Source: an optimization exercise on an open RTL-to-GDS flow (aim: small area, a short achievable clock period and few clock cycles per item). Production flows keep margins and buffers that such runs may drop. Function was not checked in any run shown here: the RTL went through the layout flow alone.

==> flow/design.v (outline; a module is shown in full before it is edited, if it fits) <==
// module tdes_core: 236 lines
// module des_f: 41 lines
// module sbg0: 198 lines
// module sbg1: 208 lines
// module sbg2: 174 lines
// module sbg3: 198 lines
// module sbg4: 196 lines
// module sbg5: 202 lines
// module sbg6: 192 lines
// module sbg7: 190 lines
module tdes_core (
  input  wire         clk,
  input  wire         rst,
  input  wire         cmd_valid,
  output wire         cmd_ready,
  input  wire [1:0]   cmd_op,
  input  wire [167:0] cmd_key,
  input  wire [63:0]  cmd_data,
  output reg          out_valid,
  output reg  [63:0]  out_data
);
  // ...
==> flow/flow/run.sh <==
#!/bin/bash
# Standard layout, but the port buffers are the smallest buffer cell.
set -euo pipefail
export BUFFER_PORTS_ARGS="-buffer_cell sky130_fd_sc_hd__buf_1"
bash standard.sh finish > standard_flow.log 2>&1
==> flow/standard.sh <==
#!/bin/bash
# synth_recipe.tcl (not shown) runs the flow's synth.tcl, then flattens the netlist and writes it again
# the make line also repeats each setting of config.mk as NAME=value (left out here)
make -C /OpenROAD-flow-scripts/flow DESIGN_CONFIG=/design/flow/config.mk WORK_HOME=/design/flow/orfs CLKGATE_MAP_FILE= SYNTH_SCRIPT=/design/flow/synth_recipe.tcl "${@:-finish}"
==> flow/config.mk <==
export PLATFORM = sky130hd
export DESIGN_NAME = tdes_core
export DESIGN_NICKNAME = tdes_core
export VERILOG_FILES = /design/flow/design.v
export SDC_FILE = /design/flow/constraint.sdc
export NUM_CORES = 4
export LEC_CHECK = 0
export ABC_AREA = 1
export CAP_MARGIN = 20
export CORE_MARGIN = 2
export CORE_UTILIZATION = 40
export CTS_BUF_LIST = sky130_fd_sc_hd__clkbuf_8
export SETUP_SLACK_MARGIN = 1.3
export SLEW_MARGIN = 20
export TNS_END_PERCENT = 10
==> flow/constraint.sdc <==
create_clock -name core_clock -period 5.0 [get_ports {clk}]
set_input_delay 1.0000 -clock core_clock [delete_from_list [all_inputs] [get_ports {clk}]]
set_output_delay 1.0000 -clock core_clock [all_outputs]
set_load 0.01 [all_outputs]
==> flow_summary.rst, run 1 <==
.. list-table::
   :header-rows: 1

   * - Metric
     - Value
   * - Outcome
     - complete, no violations
   * - Remaining design rule violation count
     - 0
   * - Tap cell count
     - 756
   * - Logic depth of the worst setup path including buffers
     - 22
   * - Critical-path maximum fanout
     - 4
   * - # fillers
     - 5665
   * - 1st-iter DRT viols
     - about 2600
   * - Worst-case clock buffer depth
     - 3
   * - CP bufs+invs
     - 3
   * - Share of final-layout standard cells stronger than drive strength 1
     - a little over a fifth
   * - Unique cell type count in the Yosys netlist
     - a little under 60
   * - Flip-flop and latch share of the layout cell area
     - approximately a quarter
   * - Clock Latency Late Sink
     - 700 ps
   * - Fin. Hold Viols
     - 0
   * - Worst-case headroom to the max-slew limit
     - roughly 29%
   * - Count of sequential standard cells
     - about 280
   * - Synth-to-layout area growth
     - 26.4%
   * - R2r setup slk
     - ~1200 ps
   * - Hold Crit Depth
     - 1
   * - Number of inverters outside the clock class in the layout
     - roughly 380
   * - Endpoint of the worst-slack reg-to-reg timing path
     - R[31]
   * - Register area
     - 0.00716 mm²
   * - Post-synthesis area per instance
     - ~6.8 µm²
   * - Antenna diode count
     - 0
   * - #FFs+latches synth
     - between 200 and 300
   * - First element of the critical path
     - C[20]
   * - Full die area
     - roughly 0.059 mm²
   * - Complex-gate fraction of the synthesized area
     - ~16%
   * - Post-synthesis net count
     - roughly 3700
   * - Terminating pin of the worst hold path
     - pair[0]
   * - Met2 layer usage reported by global route
     - approximately 46%
   * - CTS Root Buffer Type
     - sky130_fd_sc_hd__clkbuf_8
   * - Data required time of the critical path
     - approximately 5600 ps
   * - Register containing the most flip-flops in the final layout
     - key
   * - Die Ht
     - approximately 240 µm
   * - Total negative setup slack
     - 0 ps
   * - Total routed wire length on the met1 layer
     - roughly 37000 µm
   * - Final-layout clock buffer total
     - slightly below 60
   * - Top achievable clock speed
     - about 260 MHz
==> module tdes_core, before the edit <==
module tdes_core (
  input  wire         clk,
  input  wire         rst,
  input  wire         cmd_valid,
  output wire         cmd_ready,
  input  wire [1:0]   cmd_op,
  input  wire [167:0] cmd_key,
  input  wire [63:0]  cmd_data,
  output reg          out_valid,
  output reg  [63:0]  out_data
);
  function [63:0] des_ip;
    input [63:0] x;
    begin
      des_ip = {
        x[6], x[14], x[22], x[30], x[38], x[46], x[54], x[62],
        x[4], x[12], x[20], x[28], x[36], x[44], x[52], x[60],
        x[2], x[10], x[18], x[26], x[34], x[42], x[50], x[58],
        x[0], x[8], x[16], x[24], x[32], x[40], x[48], x[56],
        x[7], x[15], x[23], x[31], x[39], x[47], x[55], x[63],
        x[5], x[13], x[21], x[29], x[37], x[45], x[53], x[61],
        x[3], x[11], x[19], x[27], x[35], x[43], x[51], x[59],
        x[1], x[9], x[17], x[25], x[33], x[41], x[49], x[57]
      };
    end
  endfunction
  function [63:0] des_fp;
    input [63:0] x;
    begin
      des_fp = {
        x[24], x[56], x[16], x[48], x[8], x[40], x[0], x[32],
        x[25], x[57], x[17], x[49], x[9], x[41], x[1], x[33],
        x[26], x[58], x[18], x[50], x[10], x[42], x[2], x[34],
        x[27], x[59], x[19], x[51], x[11], x[43], x[3], x[35],
        x[28], x[60], x[20], x[52], x[12], x[44], x[4], x[36],
        x[29], x[61], x[21], x[53], x[13], x[45], x[5], x[37],
        x[30], x[62], x[22], x[54], x[14], x[46], x[6], x[38],
        x[31], x[63], x[23], x[55], x[15], x[47], x[7], x[39]
      };
    end
  endfunction
  function [47:0] des_e;
    input [31:0] x;
    begin
      des_e = {
        x[0], x[31], x[30], x[29], x[28], x[27], x[28], x[27],
        x[26], x[25], x[24], x[23], x[24], x[23], x[22], x[21],
        x[20], x[19], x[20], x[19], x[18], x[17], x[16], x[15],
        x[16], x[15], x[14], x[13], x[12], x[11], x[12], x[11],
        x[10], x[9], x[8], x[7], x[8], x[7], x[6], x[5],
        x[4], x[3], x[4], x[3], x[2], x[1], x[0], x[31]
      };
    end
  endfunction
  function [31:0] des_p;
    input [31:0] x;
    begin
      des_p = {
        x[16], x[25], x[12], x[11], x[3], x[20], x[4], x[15],
        x[31], x[17], x[9], x[6], x[27], x[14], x[1], x[22],
        x[30], x[24], x[8], x[18], x[0], x[5], x[29], x[23],
        x[13], x[19], x[2], x[26], x[10], x[21], x[28], x[7]
      };
    end
  endfunction
  function [55:0] des_pc1;
    input [63:0] x;
    begin
      des_pc1 = {
        x[7], x[15], x[23], x[31], x[39], x[47], x[55], x[63],
        x[6], x[14], x[22], x[30], x[38], x[46], x[54], x[62],
        x[5], x[13], x[21], x[29], x[37], x[45], x[53], x[61],
        x[4], x[12], x[20], x[28], x[1], x[9], x[17], x[25],
        x[33], x[41], x[49], x[57], x[2], x[10], x[18], x[26],
        x[34], x[42], x[50], x[58], x[3], x[11], x[19], x[27],
        x[35], x[43], x[51], x[59], x[36], x[44], x[52], x[60]
      };
    end
  endfunction
  function [47:0] des_pc2;
    input [55:0] x;
    begin
      des_pc2 = {
        x[42], x[39], x[45], x[32], x[55], x[51], x[53], x[28],
        x[41], x[50], x[35], x[46], x[33], x[37], x[44], x[52],
        x[30], x[48], x[40], x[49], x[29], x[36], x[43], x[54],
        x[15], x[4], x[25], x[19], x[9], x[1], x[26], x[16],
        x[5], x[11], x[23], x[8], x[12], x[7], x[17], x[0],
        x[22], x[3], x[10], x[14], x[6], x[20], x[27], x[24]
      };
    end
  endfunction
  function [27:0] rol28;
    input [27:0] x;
    input        two;
    begin
      rol28 = two ? {x[25:0], x[27:26]} : {x[26:0], x[27]};
    end
  endfunction
  function [27:0] ror28;
    input [27:0] x;
    input        two;
    begin
      ror28 = two ? {x[1:0], x[27:2]} : {x[0], x[27:1]};
    end
  endfunction
  function shift_two;
    input [3:0] r;
    begin
      shift_two = !(r == 4'd0 || r == 4'd1 || r == 4'd8 || r == 4'd15);
    end
  endfunction
  reg [167:0] key;         
  reg         key_tdes;    
  reg         busy;        
  reg         op_dec;      
  reg  [1:0]  stage;       
  reg  [2:0]  pair;        
  reg  [31:0] L, R;        
  reg  [27:0] C, D;        
  assign cmd_ready = !busy;
  wire accept    = cmd_valid && !busy;
  function [1:0] stage_key;
    input       tdes;
    input       dec;
    input [1:0] stg;
    begin
      if (!tdes)
        stage_key = 2'd0;
      else if (!dec)
        stage_key = stg;
      else
        stage_key = 2'd2 - stg;
    end
  endfunction
  function stage_dec;
    input       tdes;
    input       dec;
    input [1:0] stg;
    begin
      stage_dec = dec ^ (tdes && stg == 2'd1);
    end
  endfunction
  function [55:0] stage_cd;
    input [167:0] k;
    input [1:0]   sel;
    input         dec;
    reg   [55:0]  third;
    reg   [55:0]  pk;
    begin
      case (sel)
        2'd0:    third = k[167:112];
        2'd1:    third = k[111:56];
        default: third = k[55:0];
      endcase
      pk = des_pc1({8'h00, third});
      if (dec)
        stage_cd = pk;
      else
        stage_cd = {rol28(pk[55:28], 1'b0), rol28(pk[27:0], 1'b0)};
    end
  endfunction
  wire        cur_dec    = stage_dec(key_tdes, op_dec, stage);
  wire        last_stage = !key_tdes || stage == 2'd2;
  wire        last_pair  = pair == 3'd7;
  wire        in_one  = pair == 3'd0 || pair == 3'd7;
  wire        out_three = pair == 3'd0 || pair == 3'd3;
  function [27:0] rot28;
    input [27:0] x;
    input        right;
    input [2:0]  n;
    begin
      case ({right, n[1:0]})
        3'b001:  rot28 = {x[26:0], x[27]};
        3'b010:  rot28 = {x[25:0], x[27:26]};
        3'b011:  rot28 = {x[24:0], x[27:25]};
        3'b000:  rot28 = {x[23:0], x[27:24]};
        3'b101:  rot28 = {x[0], x[27:1]};
        3'b110:  rot28 = {x[1:0], x[27:2]};
        3'b111:  rot28 = {x[2:0], x[27:3]};
        default: rot28 = {x[3:0], x[27:4]};
      endcase
    end
  endfunction
  wire [27:0] Cb = rot28(C, cur_dec, in_one ? 3'd1 : 3'd2);
  wire [27:0] Db = rot28(D, cur_dec, in_one ? 3'd1 : 3'd2);
  wire [47:0] subkey_a = des_pc2({C, D});
  wire [47:0] subkey_b = des_pc2({Cb, Db});
  wire [31:0] fa, fb;
  wire [31:0] r1       = L ^ fa;
  wire [63:0] ip   = des_ip(cmd_data);
  wire        en_l = busy &&  last_pair;
  wire        en_r = busy && !last_pair;
  wire [31:0] xl   = !busy ? ip[63:32] : last_pair ? R  : r1;
  wire [31:0] xr   = !busy ? ip[31:0]  : last_pair ? r1 : R;
  des_f u_fa (.h(R),  .k(subkey_a), .y(fa));
  des_f u_fb (.h(r1), .k(subkey_b), .y(fb));
  wire        ld_dec  = busy ? op_dec : cmd_op[0];
  wire [1:0]  ld_stg  = busy ? stage + 2'd1 : 2'd0;
  wire [55:0] cd_load = stage_cd(key, stage_key(key_tdes, ld_dec, ld_stg),
                                 stage_dec(key_tdes, ld_dec, ld_stg));
  always @(*) out_data = des_fp({L, R});
  always @(posedge clk) begin
    if (rst) begin
      busy      <= 1'b0;
      out_valid <= 1'b0;
    end else begin
      out_valid <= busy && last_pair && last_stage;
      if (!busy)
        busy <= cmd_valid && !cmd_op[1];
      else if (last_pair && last_stage)
        busy <= 1'b0;
    end
    if (accept && cmd_op[1]) begin
      key      <= cmd_key;
      key_tdes <= cmd_op[0];
    end
    if (!busy) begin
      op_dec <= cmd_op[0];
      stage  <= 2'd0;
      pair   <= 3'd0;
    end else begin
      pair <= pair + 3'd1;
      if (last_pair)
        stage <= stage + 2'd1;
    end
    L <= xl ^ (fb & {32{ en_l}});
    R <= xr ^ (fb & {32{ en_r}});
    if (!busy || last_pair)
      {C, D} <= cd_load;
    else begin
      C <= rot28(C, cur_dec, out_three ? 3'd3 : 3'd4);
      D <= rot28(D, cur_dec, out_three ? 3'd3 : 3'd4);
    end
  end
endmodule
==> run 2: changes to the inputs <==
--- a/flow/design.v
+++ b/flow/design.v
@@ -114,10 +114,15 @@
   reg         key_tdes;    
   reg         busy;        
+  reg         ready;       
   reg         op_dec;      
   reg  [1:0]  stage;       
-  reg  [2:0]  pair;        
+  reg  [3:0]  round;       
+  reg         last_r;      
+  reg         one_r;       
+  reg  [1:0]  nx_sel;      
+  reg         nx_dec;      
   reg  [31:0] L, R;        
   reg  [27:0] C, D;        
-  assign cmd_ready = !busy;
+  assign cmd_ready = ready;
   wire accept    = cmd_valid && !busy;
   function [1:0] stage_key;
@@ -163,52 +168,32 @@
   wire        cur_dec    = stage_dec(key_tdes, op_dec, stage);
   wire        last_stage = !key_tdes || stage == 2'd2;
-  wire        last_pair  = pair == 3'd7;
-  wire        in_one  = pair == 3'd0 || pair == 3'd7;
-  wire        out_three = pair == 3'd0 || pair == 3'd3;
-  function [27:0] rot28;
-    input [27:0] x;
-    input        right;
-    input [2:0]  n;
-    begin
-      case ({right, n[1:0]})
-        3'b001:  rot28 = {x[26:0], x[27]};
-        3'b010:  rot28 = {x[25:0], x[27:26]};
-        3'b011:  rot28 = {x[24:0], x[27:25]};
-        3'b000:  rot28 = {x[23:0], x[27:24]};
-        3'b101:  rot28 = {x[0], x[27:1]};
-        3'b110:  rot28 = {x[1:0], x[27:2]};
-        3'b111:  rot28 = {x[2:0], x[27:3]};
-        default: rot28 = {x[3:0], x[27:4]};
-      endcase
-    end
-  endfunction
-  wire [27:0] Cb = rot28(C, cur_dec, in_one ? 3'd1 : 3'd2);
-  wire [27:0] Db = rot28(D, cur_dec, in_one ? 3'd1 : 3'd2);
-  wire [47:0] subkey_a = des_pc2({C, D});
-  wire [47:0] subkey_b = des_pc2({Cb, Db});
-  wire [31:0] fa, fb;
-  wire [31:0] r1       = L ^ fa;
+  wire        last_round = last_r;
+  wire [47:0] subkey = des_pc2({C, D});
+  wire [31:0] fo;
+  des_f u_f (.h(R), .k(subkey), .y(fo));
   wire [63:0] ip   = des_ip(cmd_data);
-  wire        en_l = busy &&  last_pair;
-  wire        en_r = busy && !last_pair;
-  wire [31:0] xl   = !busy ? ip[63:32] : last_pair ? R  : r1;
-  wire [31:0] xr   = !busy ? ip[31:0]  : last_pair ? r1 : R;
-  des_f u_fa (.h(R),  .k(subkey_a), .y(fa));
-  des_f u_fb (.h(r1), .k(subkey_b), .y(fb));
-  wire        ld_dec  = busy ? op_dec : cmd_op[0];
-  wire [1:0]  ld_stg  = busy ? stage + 2'd1 : 2'd0;
-  wire [55:0] cd_load = stage_cd(key, stage_key(key_tdes, ld_dec, ld_stg),
-                                 stage_dec(key_tdes, ld_dec, ld_stg));
+  wire        en_l = busy &&  last_round;
+  wire        en_r = busy && !last_round;
+  wire [31:0] xl   = !busy ? ip[63:32] : last_round ? L : R;
+  wire [31:0] xr   = !busy ? ip[31:0]  : last_round ? R : L;
+  wire        one    = one_r;
+  wire [1:0]  ld_sel  = busy ? nx_sel : stage_key(key_tdes, cmd_op[0], 2'd0);
+  wire        ld_dec  = busy ? nx_dec : cmd_op[0];
+  wire [55:0] cd_load = stage_cd(key, ld_sel, ld_dec);
   always @(*) out_data = des_fp({L, R});
   always @(posedge clk) begin
     if (rst) begin
       busy      <= 1'b0;
+      ready     <= 1'b1;
       out_valid <= 1'b0;
     end else begin
-      out_valid <= busy && last_pair && last_stage;
-      if (!busy)
-        busy <= cmd_valid && !cmd_op[1];
-      else if (last_pair && last_stage)
-        busy <= 1'b0;
+      out_valid <= busy && last_round && last_stage;
+      if (!busy) begin
+        busy  <= cmd_valid && !cmd_op[1];
+        ready <= !(cmd_valid && !cmd_op[1]);
+      end else if (last_round && last_stage) begin
+        busy  <= 1'b0;
+        ready <= 1'b1;
+      end
     end
     if (accept && cmd_op[1]) begin
@@ -219,17 +204,26 @@
       op_dec <= cmd_op[0];
       stage  <= 2'd0;
-      pair   <= 3'd0;
+      round  <= 4'd0;
+      last_r <= 1'b0;
+      one_r  <= 1'b1;
+      nx_sel <= stage_key(key_tdes, cmd_op[0], 2'd1);
+      nx_dec <= stage_dec(key_tdes, cmd_op[0], 2'd1);
     end else begin
-      pair <= pair + 3'd1;
-      if (last_pair)
-        stage <= stage + 2'd1;
-    end
-    L <= xl ^ (fb & {32{ en_l}});
-    R <= xr ^ (fb & {32{ en_r}});
-    if (!busy || last_pair)
+      round  <= round + 4'd1;
+      last_r <= round == 4'd14;
+      one_r  <= round == 4'd15 || round == 4'd6 || round == 4'd13;
+      if (last_round) begin
+        stage  <= stage + 2'd1;
+        nx_sel <= stage_key(key_tdes, op_dec, stage + 2'd2);
+        nx_dec <= stage_dec(key_tdes, op_dec, stage + 2'd2);
+      end
+    end
+    L <= xl ^ (fo & {32{ en_l}});
+    R <= xr ^ (fo & {32{ en_r}});
+    if (!busy || last_round)
       {C, D} <= cd_load;
     else begin
-      C <= rot28(C, cur_dec, out_three ? 3'd3 : 3'd4);
-      D <= rot28(D, cur_dec, out_three ? 3'd3 : 3'd4);
+      C <= cur_dec ? ror28(C, !one) : rol28(C, !one);
+      D <= cur_dec ? ror28(D, !one) : rol28(D, !one);
     end
   end
--- a/flow/config.mk
+++ b/flow/config.mk
@@ -11,5 +11,5 @@
 export CORE_UTILIZATION = 40
 export CTS_BUF_LIST = sky130_fd_sc_hd__clkbuf_8
-export SETUP_SLACK_MARGIN = 1.3
+export SETUP_SLACK_MARGIN = 2.7
 export SLEW_MARGIN = 20
-export TNS_END_PERCENT = 10
+export TNS_END_PERCENT = 5
==> flow_summary.rst, run 2 <==
.. list-table::
   :header-rows: 1

   * - Metric
     - Value
   * - Full die area
     - 0.0431 mm² (was 0.0592 mm²)
   * - Post-synthesis area per instance
     - 7.81 µm² (was 6.83 µm²)
   * - Largest net degree at the start of global routing
     - 149 (was 85)
   * - R2r setup slk
     - 2620 ps (was 1220 ps)
   * - Clock Pin Slew Worst Setup and Hold Paths
     - 60 ps (was 70 ps)
   * - Unique cell type count in the Yosys netlist
     - 49 (was 58)
   * - Die span in x
     - 208 µm (was 243 µm)
   * - Leading cell type in the layout, fill and taps excluded
     - sky130_fd_sc_hd__nand2_1 (unchanged)
   * - Final max-slew violation count
     - 0 (unchanged)
   * - Number of sinks handled by clock tree synthesis
     - 283 (was 276)
   * - Kind of cell adding the most delay to the critical path
     - flip-flops (was adder cells)
   * - Total clock buffers created by CTS
     - 51 (unchanged)
   * - TritonCTS clock tree
     - done (unchanged)
   * - Post-synthesis cell count
     - 2125 (was 3355)
   * - CP bufs+invs
     - 1 (was 3)
   * - Commonest cells after routing, fill and taps aside
     - sky130_fd_sc_hd__nand2_1 (602), sky130_fd_sc_hd__buf_1 (281), sky130_fd_sc_hd__inv_1 (198) (was sky130_fd_sc_hd__nand2_1 (982), sky130_fd_sc_hd__nand3_1 (337), sky130_fd_sc_hd__inv_1 (298))
   * - Cell area after synthesis
     - 0.0166 mm² (was 0.0229 mm²)
   * - Routed vias/inst
     - 5.45 (was 5.58)
   * - Total negative setup slack
     - 0 ps (unchanged)
   * - Max stage delay on crit path
     - 550 ps (was 590 ps)
   * - Aggregate global-route resource usage
     - 25.4% (was 28.8%)
   * - Synthesized-area fraction occupied by adder cells
     - 3.56% (was 5.10%)
   * - DR vias
     - 16475 (was 25396)
   * - Portion of the clock cycle consumed by the worst path in the final layout
     - 47.7% (was 75.6%)
   * - Final worst hold slack
     - 477 ps (was 451 ps)
   * - Fraction of the mapped netlist area in simple logic gates
     - 23.5% (was 35.3%)
   * - Max-cap violations
     - 0 (unchanged)
   * - Worst-case clock buffer depth
     - 3 (unchanged)
   * - Complex-gate fraction of the synthesized area
     - 16.7% (was 15.8%)
   * - Remaining antenna violation count
     - 0 (unchanged)
   * - 1st-iter DRT viols
     - 1496 (was 2556)
   * - Worst hold path class
     - flop to flop (unchanged)
   * - Ys async rst share
     - 0% (unchanged)
   * - Top achievable clock speed
     - 419 MHz (was 264 MHz)
   * - Slew at the pin closest to its max-slew limit
     - 939 ps (was 1060 ps)
   * - Worst Clk Skew
     - 26.3 ps (was 80.7 ps)
   * - Post-synthesis net count
     - 2408 (was 3683)
   * - Most frequent cell after synthesis
     - sky130_fd_sc_hd__nand2_1 (unchanged)
   * - Cell type of the slowest stage on the worst timing path
     - sky130_fd_sc_hd__dfxtp_1 (was sky130_fd_sc_hd__fa_1)
   * - Row cnt
     - 74 (was 87)
   * - Final Critical Period
     - 2390 ps (was 3780 ps)
   * - Via count of the first global-routing pass
     - 15710 (was 22877)
   * - Dominant combinational cell family by area after synthesis
     - simple AND/OR/NAND/NOR gates (unchanged)
   * - Routed wire length per instance
     - 18.7 µm (was 19.7 µm)
   * - Post-layout nets
     - 2734 (was 4087)
   * - Critical-path maximum fanout
     - 4 (unchanged)
   * - Fin. Hold Viols
     - 0 (unchanged)
   * - Number of placed I/O pins
     - 303 (unchanged)
   * - Synth-to-layout area growth
     - 25.2% (was 26.4%)
   * - Largest cells by area after synthesis
     - sky130_fd_sc_hd__edfxtp_1 (28%), sky130_fd_sc_hd__dfxtp_1 (16%), sky130_fd_sc_hd__nand2_1 (15%), sky130_fd_sc_hd__nand3_1 (5.3%), sky130_fd_sc_hd__inv_1 (5.1%) (was sky130_fd_sc_hd__edfxtp_1 (19%), sky130_fd_sc_hd__nand2_1 (18%), sky130_fd_sc_hd__dfxtp_1 (11%), sky130_fd_sc_hd__nand3_1 (8.4%), sky130_fd_sc_hd__inv_1 (5.2%))
   * - WS Path Type
     - flop to output pin (was flop to flop)
   * - Yosys top cell area share
     - 27.5% (was 19.4%)
   * - Data required time of the critical path
     - 4000 ps (was 5570 ps)
   * - Total Routed Length
     - 56600 µm (was 89500 µm)
   * - Worst hold start
     - round[3] (was pair[0])
   * - Initial cell density of the core
     - 40.5% (was 40.6%)
   * - Placed cell area
     - 0.0181 mm² (was 0.0250 mm²)
   * - Main synth FF type
     - sky130_fd_sc_hd__edfxtp_1 (unchanged)
   * - Largest registers
     - key (147), L (32), R (32) (unchanged)
   * - Commonest cells post-synth
     - sky130_fd_sc_hd__nand2_1 (653), sky130_fd_sc_hd__inv_1 (226), sky130_fd_sc_hd__nand3_1 (177) (was sky130_fd_sc_hd__nand2_1 (1080), sky130_fd_sc_hd__nand3_1 (387), sky130_fd_sc_hd__inv_1 (319))
   * - Worst-case headroom to the max-slew limit
     - 37.4% (was 28.7%)
   * - Post-route cell area
     - 0.0208 mm² (was 0.0290 mm²)
   * - Sequential-to-total area share from yosys stat
     - 43.3% (was 30.6%)
   * - Top cell type by total area after synthesis
     - sky130_fd_sc_hd__edfxtp_1 (unchanged)
   * - Yosys warnings
     - 2 (unchanged)
   * - IO Port Bufs
     - 281 (unchanged)
   * - Share of final-layout standard cells stronger than drive strength 1
     - 16.0% (was 21.5%)
   * - Xor/xnor share of the synthesized area
     - 5.20% (was 4.73%)
   * - CTS Root Buffer Type
     - sky130_fd_sc_hd__clkbuf_8 (unchanged)
   * - Die Ht
     - 208 µm (was 243 µm)
   * - GRT overflow
     - 0 (unchanged)
   * - Core area
     - 0.0409 mm² (was 0.0565 mm²)
   * - Detailed placer's ending HPWL
     - 40000 µm (was 67700 µm)
   * - Setup repair after global routing missed its margin
     - true (unchanged)
   * - Critical Path, Cell by Cell
     - buf_1 (was xnor2_4 > inv_2 > ha_4 > ha_4 > nand2_2 > nor2_4 > nor2_2 > o211ai_1 > nand3_1 > nand2_4 > xor2_4 > xnor2_2 > inv_2 > fa_1 > nand2_1 > nand2_1 > nand2_2 > buf_4 > a21oi_1 > nand2_1 > nand4_1 > nand2_1)
   * - Global-route wire length before repair
     - 86300 µm (was 133000 µm)
   * - Endpoints failing setup
     - 0 (unchanged)
   * - GP Congestion
     - 0.897 (was 1.03)
   * - First element of the critical path
     - R[25] (was C[20])
   * - R2R Path Start
     - R[11] (was C[20])
   * - #FFs+latches synth
     - 283 (was 276)
   * - Max FFs per register
     - 147 (unchanged)
   * - Post-synthesis mux area share
     - 0.0603% (was 0%)
   * - Antenna violations before repair
     - 0 (unchanged)
   * - Clock Latency Late Sink
     - 640 ps (was 700 ps)
   * - Terminating pin of the worst hold path
     - last_r (was pair[0])
   * - Worst endpoint data arrival time
     - 1390 ps (was 4350 ps)
   * - Post-synth EDFFs
     - 152 (was 148)
   * - Final worst-path setup slack
     - 2610 ps (was 1220 ps)
   * - Post-Place Setup Slack
     - 1540 ps (was 519 ps)
   * - Register containing the most flip-flops in the final layout
     - key (unchanged)
   * - Outcome
     - complete, no violations (unchanged)
   * - Antenna diode count
     - 0 (unchanged)
   * - Endpoint of the worst-slack reg-to-reg timing path
     - R[29] (was R[31])
   * - Remaining design rule violation count
     - 0 (unchanged)
   * - Type of origin of the critical path
     - flop (unchanged)
   * - Count of H-tree levels built during CTS
     - 2 (unchanged)
   * - # fillers
     - 3971 (was 5665)
   * - Hold Crit Depth
     - 2 (was 1)
   * - Worst setup EP type
     - output pin (was flop)
   * - Number of search-and-repair iterations in the first detailed-routing pass
     - 7 (was 6)
   * - Length in cells of the worst reg-to-reg path
     - 18 (was 22)
## run 2: cell count changes after synthesis, sizes merged, moves of 21 or more
cell,change
o211ai,-23
o22ai,-119
inv,-140
ha,-43
nand4,-30
nand3b,-21
nand2,-504
nand3,-224
nor2,-98
a31oi,+25
a221oi,-48
o221ai,+46
## run 2: worst max-delay path by stage
stage,end,slack (ps),cells after the start
2_1_floorplan,key[100],1320,2
3_3_place_gp,C[4],1570,12
3_5_place_dp,C[4],1540,12
4_1_cts,L[20],2590,15
5_1_grt,L[29],2470,20
6_report,out_data[55],2610,1
## run 2: cell type report
| cell class | instances | area, µm² | share of cell area (%) |
|---|---|---|---|
| multi-input combinational | 1514 | 8910 | 42.9 |
| timing repair buffer | 361 | 1770 | 8.50 |
| timing repair inverter | 1 | 5.00 | 0.0241 |
| clock buffer | 61 | 840 | 4.04 |
| tap | 532 | 666 | 3.21 |
| inverter | 239 | 940 | 4.52 |
| clock inverter | 34 | 325 | 1.57 |
| sequential | 283 | 7310 | 35.2 |
## run 2: logic make-up (layout without fill, tap and decap cells)
family,count (synthesis),in the layout
and+or+nand+nor,943,944
AOI/OAI and AO/OA,438,439
buffers and inverters,330,696
DFF,283,283
xor gates and xnor gates,84,84
adders and majority gates,46,46
muxes,1,1
## run 2: repair_timing
item,in CTS,in global routing
setup endpoints to repair,290,281
pin swaps,20,47
gates cloned,5,0
buffers inserted,23,40
gates resized for setup,131,141
hold buffers,0,0
## run 2: routing by layer
metal	global-route usage, %	wire length [µm]	vias up
li1	-	-	7915
met1	33.0	24000	7706
met2	41.7	26300	727
met3	4.96	4210	127
met4	9.73	2100	0
met5	0	0	-
## run 2: stage by stage
stage,cells,utilization (%)
global placement,2862,44.3
floorplan,2125,-
CTS,2985,48.9
finish,3025,50.7
global route,3025,50.7
detailed placement,2862,44.3
==> run 3: changes to the inputs <==
--- a/flow/config.mk
+++ b/flow/config.mk
@@ -11,5 +11,5 @@
 export CORE_UTILIZATION = 40
 export CTS_BUF_LIST = sky130_fd_sc_hd__clkbuf_8
-export SETUP_SLACK_MARGIN = 2.7
+export SETUP_SLACK_MARGIN = 3.0
 export SLEW_MARGIN = 20
-export TNS_END_PERCENT = 5
+export TNS_END_PERCENT = 10
==> flow_summary.rst, run 3 <==
.. list-table::
   :header-rows: 1

   * - Metric
     - Value
   * - GRT overflow
     - 0 (unchanged)
   * - Worst setup EP type
     - output pin (unchanged)
   * - Remaining antenna violation count
     - 0 (unchanged)
   * - Type of origin of the critical path
     - flop (unchanged)
   * - DR vias
     - 16833 (was 16475)
   * - Xor/xnor share of the synthesized area
     - 5.20% (unchanged)
   * - WS Path Type
     - flop to output pin (unchanged)
   * - #FFs+latches synth
     - 283 (unchanged)
   * - Outcome
     - complete, no violations (unchanged)
   * - Final Critical Period
     - 2340 ps (was 2390 ps)
   * - Main synth FF type
     - sky130_fd_sc_hd__edfxtp_1 (unchanged)
   * - Portion of the clock cycle consumed by the worst path in the final layout
     - 46.9% (was 47.7%)
   * - Global-route wire length before repair
     - 89200 µm (was 86300 µm)
   * - Largest registers
     - key (147), L (32), R (32) (unchanged)
   * - Yosys top cell area share
     - 27.5% (unchanged)
   * - Top cell type by total area after synthesis
     - sky130_fd_sc_hd__edfxtp_1 (unchanged)
   * - Number of placed I/O pins
     - 303 (unchanged)
   * - Max-cap violations
     - 0 (unchanged)
   * - Critical-path maximum fanout
     - 5 (was 4)
   * - Unique cell type count in the Yosys netlist
     - 49 (unchanged)
   * - Post-synthesis mux area share
     - 0.0603% (unchanged)
   * - Terminating pin of the worst hold path
     - ready (was last_r)
   * - Row cnt
     - 74 (unchanged)
   * - Fraction of the mapped netlist area in simple logic gates
     - 23.5% (unchanged)
   * - Slew at the pin closest to its max-slew limit
     - 836 ps (was 939 ps)
   * - Worst-case headroom to the max-slew limit
     - 44.3% (was 37.4%)
   * - Final worst hold slack
     - 475 ps (was 477 ps)
   * - Clock Pin Slew Worst Setup and Hold Paths
     - 60 ps (about the same)
   * - R2r setup slk
     - 2780 ps (was 2620 ps)
   * - Yosys warnings
     - 2 (unchanged)
   * - Leading cell type in the layout, fill and taps excluded
     - sky130_fd_sc_hd__nand2_1 (unchanged)
   * - Initial cell density of the core
     - 40.5% (unchanged)
   * - Sequential-to-total area share from yosys stat
     - 43.3% (unchanged)
   * - Complex-gate fraction of the synthesized area
     - 16.7% (unchanged)
   * - Total Routed Length
     - 58500 µm (was 56600 µm)
   * - 1st-iter DRT viols
     - 1582 (was 1496)
   * - Final max-slew violation count
     - 0 (unchanged)
   * - Core area
     - 0.0409 mm² (unchanged)
   * - Largest net degree at the start of global routing
     - 149 (unchanged)
   * - Synth-to-layout area growth
     - 30.9% (was 25.2%)
   * - Worst hold path class
     - flop to flop (unchanged)
   * - Post-CTS Hold Fix Bufs
     - 0 (unchanged)
   * - CTS Root Buffer Type
     - sky130_fd_sc_hd__clkbuf_8 (unchanged)
   * - Cell area after synthesis
     - 0.0166 mm² (unchanged)
   * - Final worst-path setup slack
     - 2660 ps (was 2610 ps)
   * - Worst hold start
     - ready (was round[3])
   * - Aggregate global-route resource usage
     - 26.1% (was 25.4%)
   * - Max FFs per register
     - 147 (unchanged)
   * - Worst-case clock buffer depth
     - 3 (unchanged)
   * - Post-synth EDFFs
     - 152 (unchanged)
   * - Endpoints failing setup
     - 0 (unchanged)
   * - Full die area
     - 0.0431 mm² (unchanged)
   * - Fin. Hold Viols
     - 0 (unchanged)
   * - Remaining design rule violation count
     - 0 (unchanged)
   * - Antenna violations before repair
     - 0 (unchanged)
   * - Commonest cells post-synth
     - sky130_fd_sc_hd__nand2_1 (653), sky130_fd_sc_hd__inv_1 (226), sky130_fd_sc_hd__nand3_1 (177) (unchanged)
   * - Share of final-layout standard cells stronger than drive strength 1
     - 21.1% (was 16.0%)
   * - Worst endpoint data arrival time
     - 1340 ps (was 1390 ps)
   * - Number of sinks handled by clock tree synthesis
     - 283 (unchanged)
   * - Post-synthesis net count
     - 2408 (unchanged)
   * - Total negative setup slack
     - 0 ps (unchanged)
   * - Detailed placer's ending HPWL
     - 40000 µm (unchanged)
   * - Count of H-tree levels built during CTS
     - 2 (unchanged)
   * - Length in cells of the worst reg-to-reg path
     - 18 (unchanged)
   * - TritonCTS clock tree
     - done (unchanged)
   * - Die Ht
     - 208 µm (unchanged)
   * - IO Port Bufs
     - 281 (unchanged)
   * - Top achievable clock speed
     - 426 MHz (was 419 MHz)
   * - Post-synthesis area per instance
     - 7.81 µm² (unchanged)
   * - Via count of the first global-routing pass
     - 16206 (was 15710)
   * - Post-layout nets
     - 2776 (was 2734)
   * - Register containing the most flip-flops in the final layout
     - key (unchanged)
   * - Clock Latency Late Sink
     - 640 ps (about the same)
   * - Placed cell area
     - 0.0181 mm² (unchanged)
   * - Dominant combinational cell family by area after synthesis
     - simple AND/OR/NAND/NOR gates (unchanged)
   * - Total clock buffers created by CTS
     - 51 (unchanged)
   * - Largest cells by area after synthesis
     - sky130_fd_sc_hd__edfxtp_1 (28%), sky130_fd_sc_hd__dfxtp_1 (16%), sky130_fd_sc_hd__nand2_1 (15%), sky130_fd_sc_hd__nand3_1 (5.3%), sky130_fd_sc_hd__inv_1 (5.1%) (unchanged)
   * - Synthesized-area fraction occupied by adder cells
     - 3.56% (unchanged)
   * - First element of the critical path
     - R[19] (was R[25])
   * - Routed vias/inst
     - 5.49 (was 5.45)
   * - Routed wire length per instance
     - 19.1 µm (was 18.7 µm)
   * - Number of search-and-repair iterations in the first detailed-routing pass
     - 6 (was 7)
   * - Hold Crit Depth
     - 2 (unchanged)
   * - Post-route cell area
     - 0.0217 mm² (was 0.0208 mm²)
   * - Ys async rst share
     - 0% (unchanged)
   * - Worst Clk Skew
     - 27.9 ps (was 26.3 ps)
   * - Post-Place Setup Slack
     - 1540 ps (unchanged)
   * - Die span in x
     - 208 µm (unchanged)
   * - Post-synthesis cell count
     - 2125 (unchanged)
   * - Setup repair after global routing missed its margin
     - true (unchanged)
   * - R2R Path Start
     - D[1] (was R[11])
   * - Endpoint of the worst-slack reg-to-reg timing path
     - R[29] (unchanged)
   * - Commonest cells after routing, fill and taps aside
     - sky130_fd_sc_hd__nand2_1 (585), sky130_fd_sc_hd__buf_1 (278), sky130_fd_sc_hd__inv_1 (185) (was sky130_fd_sc_hd__nand2_1 (602), sky130_fd_sc_hd__buf_1 (281), sky130_fd_sc_hd__inv_1 (198))
   * - Most frequent cell after synthesis
     - sky130_fd_sc_hd__nand2_1 (unchanged)
   * - Antenna diode count
     - 0 (unchanged)
   * - Data required time of the critical path
     - 4000 ps (about the same)
   * - GP Congestion
     - 0.897 (unchanged)
-- run 3: changes by cell type in the layout (fill, tap and decap cells not counted), sizes merged --
| cell | change |
|---|---|
| bufbuf | +1 |
| clkbuf | +2 |
| clkinv | +1 |
| buf | +39 |
| inv | -3 |
| clkinvlp | +2 |
-- run 3: stage by stage --
step | utilization, % | cells
floorplan | - | 2125
global placement | 44.3 | 2862
detailed placement | 44.3 | 2862
CTS | 51.3 | 3038
global route | 53.1 | 3067
finish | 53.1 | 3067
-- run 3: routing by layer --
metal	track usage [%]	vias to the layer above	part of all wire (%)
met2	43.2	767	47
met3	3.69	139	7.2
li1	-	8008	-
met1	34.4	7919	42
met4	10.6	0	4.0
met5	0	-	0
-- run 3: worst max-delay path, cell delays in order, from the launching register on --
cell	delay, ps
sky130_fd_sc_hd__dfxtp_4	420
sky130_fd_sc_hd__buf_4	130
sky130_fd_sc_hd__buf_1	150
-- run 3: repair_timing --
item                                    in CTS  in global routing
setup buffers                               75                 27
resized for setup                          291                134
pin swaps                                   67                 62
cloned                                       6                  2
endpoints found under the setup margin     334                334
-- run 3: kinds of logic (layout without fill, tap and decap cells) --
| family | after synthesis | after routing |
|---|---|---|
| buf+inv | 330 | 738 |
| simple gates | 943 | 944 |
| fa+ha+maj | 46 | 46 |
| xor+xnor | 84 | 84 |
| flops | 283 | 283 |
| mux | 1 | 1 |
| compound gates | 438 | 439 |
-- run 3: area by class of cell --
cell class                      count  area [µm²]
Clock buffer                       61         840
Clock inverter                     34         325
Fill cell                        3840       19200
Inverter                          239         965
Multi-Input combinational cell   1514        9370
Sequential cell                   283        7350
Tap cell                          532         666
Timing Repair Buffer              403        2200
Timing Repair inverter              1        7.51
-- run 3: how the worst max path moves through the flow --
| stage | to | slack (ps) | depth (start not counted) |
|---|---|---|---|
| after CTS | out_data[27] | 2710 | 2 |
| after detailed placement | C[4] | 1540 | 12 |
| after global routing | L[28] | 2620 | 15 |
| after global placement | C[4] | 1570 | 12 |
| after floorplan | key[100] | 1320 | 2 |
| final | out_data[37] | 2660 | 2 |
==> run 4: changes to the inputs <==
--- a/flow/config.mk
+++ b/flow/config.mk
@@ -7,9 +7,9 @@
 export LEC_CHECK = 0
 export ABC_AREA = 1
-export CAP_MARGIN = 20
+export CAP_MARGIN = 5
 export CORE_MARGIN = 2
 export CORE_UTILIZATION = 40
 export CTS_BUF_LIST = sky130_fd_sc_hd__clkbuf_8
-export SETUP_SLACK_MARGIN = 3.0
-export SLEW_MARGIN = 20
-export TNS_END_PERCENT = 10
+export SETUP_SLACK_MARGIN = 2.85
+export SLEW_MARGIN = 5
+export TNS_END_PERCENT = 5
==> flow_summary.rst, run 4 <==
.. list-table::
   :header-rows: 1

   * - Metric
     - Value
   * - Outcome
     - complete, no violations (unchanged)
   * - Fin. Hold Viols
     - 0 (unchanged)
   * - Row cnt
     - 74 (unchanged)
   * - Portion of the clock cycle consumed by the worst path in the final layout
     - 46.8% (was 46.9%)
   * - Number of sinks handled by clock tree synthesis
     - 283 (unchanged)
   * - Final Critical Period
     - 2340 ps (about the same)
   * - Largest cells by area after synthesis
     - sky130_fd_sc_hd__edfxtp_1 (28%), sky130_fd_sc_hd__dfxtp_1 (16%), sky130_fd_sc_hd__nand2_1 (15%), sky130_fd_sc_hd__nand3_1 (5.3%), sky130_fd_sc_hd__inv_1 (5.1%) (unchanged)
   * - Remaining antenna violation count
     - 0 (unchanged)
   * - GP Congestion
     - 0.897 (unchanged)
   * - # fillers
     - 3865 (was 3840)
   * - Top achievable clock speed
     - 427 MHz (was 426 MHz)
   * - Die span in x
     - 208 µm (unchanged)
   * - Ys async rst share
     - 0% (unchanged)
   * - Top cell type by total area after synthesis
     - sky130_fd_sc_hd__edfxtp_1 (unchanged)
   * - Antenna violations before repair
     - 0 (unchanged)
   * - #FFs+latches synth
     - 283 (unchanged)
   * - Worst endpoint data arrival time
     - 1340 ps (about the same)
   * - Final max-slew violation count
     - 0 (unchanged)
   * - Total Routed Length
     - 57600 µm (was 58500 µm)
   * - Number of search-and-repair iterations in the first detailed-routing pass
     - 6 (unchanged)
   * - Routed wire length per instance
     - 18.8 µm (was 19.1 µm)
   * - Setup repair after global routing missed its margin
     - true (unchanged)
   * - Sequential-to-total area share from yosys stat
     - 43.3% (unchanged)
   * - Max FFs per register
     - 147 (unchanged)
   * - Main synth FF type
     - sky130_fd_sc_hd__edfxtp_1 (unchanged)
   * - Die Ht
     - 208 µm (unchanged)
   * - Remaining design rule violation count
     - 0 (unchanged)
   * - Most frequent cell after synthesis
     - sky130_fd_sc_hd__nand2_1 (unchanged)
   * - Unique cell type count in the Yosys netlist
     - 49 (unchanged)
   * - GRT overflow
     - 0 (unchanged)
   * - IO Port Bufs
     - 281 (unchanged)
   * - Core area
     - 0.0409 mm² (unchanged)
   * - WS Path Type
     - flop to output pin (unchanged)
   * - Post-synthesis cell count
     - 2125 (unchanged)
   * - Commonest cells post-synth
     - sky130_fd_sc_hd__nand2_1 (653), sky130_fd_sc_hd__inv_1 (226), sky130_fd_sc_hd__nand3_1 (177) (unchanged)
   * - DR vias
     - 16766 (was 16833)
   * - Total clock buffers created by CTS
     - 51 (unchanged)
   * - Largest net degree at the start of global routing
     - 149 (unchanged)
   * - Met3 Usage GRT
     - 3.83% (was 3.69%)
   * - Cell area after synthesis
     - 0.0166 mm² (unchanged)
   * - Commonest cells after routing, fill and taps aside
     - sky130_fd_sc_hd__nand2_1 (587), sky130_fd_sc_hd__buf_1 (278), sky130_fd_sc_hd__inv_1 (188) (was sky130_fd_sc_hd__nand2_1 (585), sky130_fd_sc_hd__buf_1 (278), sky130_fd_sc_hd__inv_1 (185))
   * - Post-synthesis area per instance
     - 7.81 µm² (unchanged)
   * - Clock Pin Slew Worst Setup and Hold Paths
     - 60 ps (about the same)
   * - Yosys warnings
     - 2 (unchanged)
   * - GR met1 Demand/Resource
     - 34.1% (was 34.4%)
   * - Initial cell density of the core
     - 40.5% (unchanged)
   * - Yosys top cell area share
     - 27.5% (unchanged)
   * - Via count of the first global-routing pass
     - 16074 (was 16206)
   * - Highest-utilization routing layer at the global route stage
     - met2 (unchanged)
   * - Leading cell type in the layout, fill and taps excluded
     - sky130_fd_sc_hd__nand2_1 (unchanged)
   * - Max stage delay on crit path
     - 420 ps (about the same)
   * - CP bufs+invs
     - 2 (unchanged)
   * - Routed vias/inst
     - 5.47 (was 5.49)
   * - Slew at the pin closest to its max-slew limit
     - 847 ps (was 836 ps)
   * - Share of final-layout standard cells stronger than drive strength 1
     - 20.1% (was 21.1%)
   * - Worst-case headroom to the max-slew limit
     - 43.5% (was 44.3%)
   * - Worst Clk Skew
     - 26.2 ps (was 27.9 ps)
   * - Synth-to-layout area growth
     - 29.5% (was 30.9%)
   * - Critical-path maximum fanout
     - 5 (unchanged)
   * - Type of origin of the critical path
     - flop (unchanged)
   * - Cell type of the slowest stage on the worst timing path
     - sky130_fd_sc_hd__dfxtp_4 (unchanged)
   * - Total negative setup slack
     - 0 ps (unchanged)
   * - Largest registers
     - key (147), L (32), R (32) (unchanged)
   * - Data required time of the critical path
     - 4000 ps (about the same)
   * - Detailed placer's ending HPWL
     - 40000 µm (unchanged)
   * - Critical Path, Cell by Cell
     - buf_4 > buf_1 (unchanged)
   * - Worst setup EP type
     - output pin (unchanged)
   * - Antenna diode count
     - 0 (unchanged)
   * - Aggregate global-route resource usage
     - 25.8% (was 26.1%)
   * - 1st-iter DRT viols
     - 1552 (was 1582)
   * - Max-cap violations
     - 0 (unchanged)
   * - Number of placed I/O pins
     - 303 (unchanged)
   * - Post-layout nets
     - 2772 (was 2776)
   * - Count of H-tree levels built during CTS
     - 2 (unchanged)
   * - Met2 layer usage reported by global route
     - 42.7% (was 43.2%)
   * - Kind of cell adding the most delay to the critical path
     - flip-flops (unchanged)
   * - Worst-case clock buffer depth
     - 3 (unchanged)
   * - CTS Root Buffer Type
     - sky130_fd_sc_hd__clkbuf_8 (unchanged)
   * - Full die area
     - 0.0431 mm² (unchanged)
   * - Endpoints failing setup
     - 0 (unchanged)
   * - Clock Latency Late Sink
     - 640 ps (about the same)
   * - TritonCTS clock tree
     - done (unchanged)
   * - Worst hold path class
     - flop to flop (unchanged)
   * - Post-synth EDFFs
     - 152 (unchanged)
   * - Post-synthesis net count
     - 2408 (unchanged)
   * - Global-route wire length before repair
     - 88200 µm (was 89200 µm)
   * - Register containing the most flip-flops in the final layout
     - key (unchanged)
[run 4: cell counts after synthesis]
No cell type changed its count.
[run 4: worst paths after layout]
check        startpoint      endpoint  slack (ps)  cells after the start
min reg2reg       ready         ready         480                      2
min               ready         ready         480                      2
max reg2reg       R[19]         R[26]        2740                     20
max               R[19]  out_data[37]        2660                      2
[run 4: worst register-to-register path, delay by kind of cell (launching register included)]
kind / cells / cell delay (ps)
buffers and inverters: 3 / 210
DFF: 1 / 390
and+or+nand+nor: 16 / 1280
adders and majority gates: 1 / 270
[run 4: kinds of logic (layout without fill, tap and decap cells)]
kind of cell	count (synthesis)	in the layout	synth area share, %
multiplexers	1	1	0.0603
flip-flops	283	283	43.3
AND/OR/NAND/NOR	943	944	23.5
XOR/XNOR	84	84	5.20
AO/OA/AOI/OAI	438	439	16.7
adder cells (fa/ha/maj)	46	46	3.56
buffers and inverters	330	734	7.64
[run 4: layout make-up]
class,count,area [µm²],area share (%)
well taps,532,666,3.10
clock inverters,34,325,1.51
repair inverters,1,7.51,0.0349
flip-flops and latches,283,7340,34.2
multi-input cells,1514,9210,42.9
repair buffers,399,2140,9.94
clock buffers,61,840,3.91
inverters,239,957,4.45
[run 4: routing by layer]
layer	part of all wire, %	wire length [µm]
met5	0	0
met2	47	27000
met3	7.4	4240
met4	3.7	2120
met1	42	24200
[run 4: repair_timing]
item                                    4_1_cts  5_1_grt
buffers inserted                             63       37
cloned                                        5        1
pin swaps                                    53       59
gates resized for setup                     229      159
endpoints found under the setup margin      329      331
hold buffers                                  0        0
[run 4: per-stage QoR]
step	cell area [µm²]	worst slack, ps	instances	hold WS (ps)	utilization [%]
final	21500	2660	3063	476	52.5
after global routing	21500	2610	3063	503	52.5
after CTS	20600	2710	3025	477	50.3
after detailed placement	18100	1540	2862	468	44.3
after global placement	18100	1570	2862	460	44.3
after floorplan	16600	1320	2125	445	-

-- separate check: timing with driven ports --
How much do the figures lean on ideal ports? The routed layouts below were timed once more, with nothing changed but the port constraints.
Step 1, drivers: a clkbuf_16 drives clk and a buf_2 each remaining input, both assumed.
Step 2 times the ports against the registers' clock, not the clock port: input delays grow and output delays shrink by t, the midpoint of the rising clock arrivals with the driver on.
Slacks: ideal ports / drivers / drivers and shift; pairs: ideal ports / drivers.
| run | t (ns) | slack for setup (ns) | worst hold slack (ns) | worst setup path after step 2 |
|---|---|---|---|---|
| run 1 | 0.711 | 1.219 / 1.219 / 1.219 | 0.451 / 0.451 / 0.451 | register to register |
| run 2 | 0.682 | 2.614 / 2.563 / 1.986 | 0.477 / 0.477 / 0.477 | input to register |
| run 3 | 0.678 | 2.655 / 2.604 / 2.167 | 0.475 / 0.475 / 0.475 | input to register |
| run 4 | 0.678 | 2.658 / 2.609 / 2.227 | 0.476 / 0.476 / 0.476 | input to register |
After both steps every run listed still meets setup and hold. For run 2, which loses most, drivers alone change the setup slack by -0.051 ns; drivers and shift together by -0.628 ns.
